Background: an optimization exercise with open tools, aiming at small area and few clock cycles. Do not read the settings as production practice. Only simulation tests tie the RTL to the original design; equivalence was not proved.

## main
Design fat12_walker, start of the top module:
module fat12_walker (
    input  wire        clk,
    input  wire        rst,            
    input  wire        cmd_valid,
    output wire        cmd_ready,
    input  wire [1:0]  cmd_op,         
    input  wire [15:0] cmd_arg,        
    input  wire        med_present,
    input  wire [20:0] med_size,
    output reg         med_re,
    output reg  [20:0] med_addr,
    input  wire [7:0]  med_rdata,      
    output reg         out_valid,
    input  wire        out_ready,
    output reg  [20:0] out_cluster,
    output reg  [20:0] out_offset,
    output reg         done,
    output reg         done_ok,
    output reg  [31:0] done_count,
    output reg  [31:0] done_total
);
clock: 20.0 ns
lec_check: 0
cap_margin: 20
core_margin: 2
core_utilization: 40
cts_cluster_diameter: 100
cts_cluster_size: 20
slew_margin: 20
run.sh (not shown) runs the stock make flow with config.mk's settings and CLKGATE_MAP_FILE= SYNTH_SCRIPT=/design/flow/synth_recipe.tcl, a recipe that flattens the netlist after the stock synthesis.
Testbench counts of main, summed over its fixed seeds: cycles 72,439.
Inputs modified between main and the feature branch:
Settings: CORE_UTILIZATION changed from 40 to 55.
==> notes.md <==
Final non-filler cell area in the feature branch is 510 sq um below main. In the feature branch the core occupancy in the finished layout turned out 16 points higher than in main. Row count, the feature branch and main: larger value in main. Fmax: the feature branch lower than main. Clock skew: the feature branch vs main up 0.0093 ns. Looking at arrival time of the worst setup path, the feature branch sits 0.04 ns above main.

---

Another version of the RTL of fat12_walker (not shown whole).
Size: roughly 2800 cells after synthesis, about 270 flip-flops, ~25000 sq um of cells after synthesis.
Settings: LEC_CHECK=0, CAP_MARGIN=20, CORE_MARGIN=2, CORE_UTILIZATION=40, CTS_CLUSTER_DIAMETER=100, CTS_CLUSTER_SIZE=24, SLEW_MARGIN=20; clock period 20.0 ns.
Testbench counts at the start, summed over its fixed seeds: cycles 73,816.
==> next run, changes <==
--- a/flow/config.mk
+++ b/flow/config.mk
@@ -12 +12 @@
-export CTS_CLUSTER_SIZE = 24
+export CTS_CLUSTER_SIZE = 20
Effect:
- setup slack gets worse by 15 ps
- fmax hardly moves
- routed wire length stays flat
- non-clock buffer count does not change
- critical path depth stays the same
- clock-buffer cell count grows by 2
- die area is unchanged
- synthesized area does not change
==> next run, changes <==
--- a/flow/config.mk
+++ b/flow/config.mk
@@ -8 +8 @@
-export CAP_MARGIN = 20
+export CAP_MARGIN = 0
@@ -11,3 +11,3 @@
-export CTS_CLUSTER_DIAMETER = 100
-export CTS_CLUSTER_SIZE = 20
-export SLEW_MARGIN = 20
+export CTS_BUF_LIST = sky130_fd_sc_hd__clkbuf_4
+export GPL_TIMING_DRIVEN = 0
+export SLEW_MARGIN = 0
=> The new run produced a clean layout; non-clock buffer count climbs by 135; routed wire length climbs by roughly a tenth.

---

Setup of v20:
fat12_walker with an RTL version that a note above also has.
Size: about 2700 cells after synthesis, roughly 270 flip-flops, about 180 I/O pins, ~25000 sq um of cells after synthesis.
clock: 20.0 ns
lec_check: 0
cap_margin: 0
core_margin: 2
core_utilization: 40
cts_cluster_diameter: 100
cts_cluster_size: 20
slew_margin: 0
Testbench counts of v20, summed over its fixed seeds: cycles 72,439.
[inputs] v23 vs v20
- CAP_MARGIN now 20, was 0
- SLEW_MARGIN now 20, was 0
- CORE_UTILIZATION now 60, was 40
v23 went all the way through synthesis, placement and routing and the layout is clean on timing, DRC and antenna.
[compare] base=v20 new=v23: total number of vias has increased; sequential share of layout area +0.51 points.
What v4 does differently from v23 at the input level:
- CORE_UTILIZATION: 60 -> 50
--- outcome ---
Changes observed in v4 relative to v23: post-CTS setup-driven buffer insertion count flat; clock insertion delay at the later pin of the skew report flat. Of the two candidates, v23 has the worse worst hold-check slack and v4 the better one. Relative to v23, mean number of vias per cell decreased by about 8% in v4.

-- port drivers added, routing unchanged --
No port has a modelled driver above. Below, the same layouts with a new extraction and two added sets of constraints. Step 1 sets driving cells, clkbuf_16 on the clock port and buf_2 on the other inputs (assumed; they add their load-dependent delay and slew). Step 2 times the ports against the registers' clock, not the clock port: input delays grow and output delays shrink by t, the midpoint of the rising clock arrivals with the driver on. a / b / c = ideal ports / drivers / drivers and shift; a / b = the first two.
run | t (ns) | setup slack, ns | hold WS [ns]
main | 0.632 | 0.804 / 0.804 / 0.804 | 0.671 / 0.671 / 0.671
the feature branch | 0.598 | 0.721 / 0.721 / 0.721 | 0.671 / 0.671 / 0.671
the first run of note 2 | 0.636 | 1.010 / 1.010 / 1.010 | 0.652 / 0.652 / 0.652
the second run of note 2 | 0.638 | 0.995 / 0.995 / 0.995 | 0.653 / 0.653 / 0.653
the third run of note 2 | 0.913 | 0.587 / 0.587 / 0.587 | 0.677 / 0.677 / 0.677
v20 | 0.628 | 0.747 / 0.747 / 0.747 | 0.678 / 0.678 / 0.678
v23 | 0.605 | 0.586 / 0.586 / 0.586 | 0.674 / 0.674 / 0.674
v4 | 0.619 | 0.520 / 0.520 / 0.520 | 0.694 / 0.694 / 0.694
After both steps setup and hold are still met in every run listed.
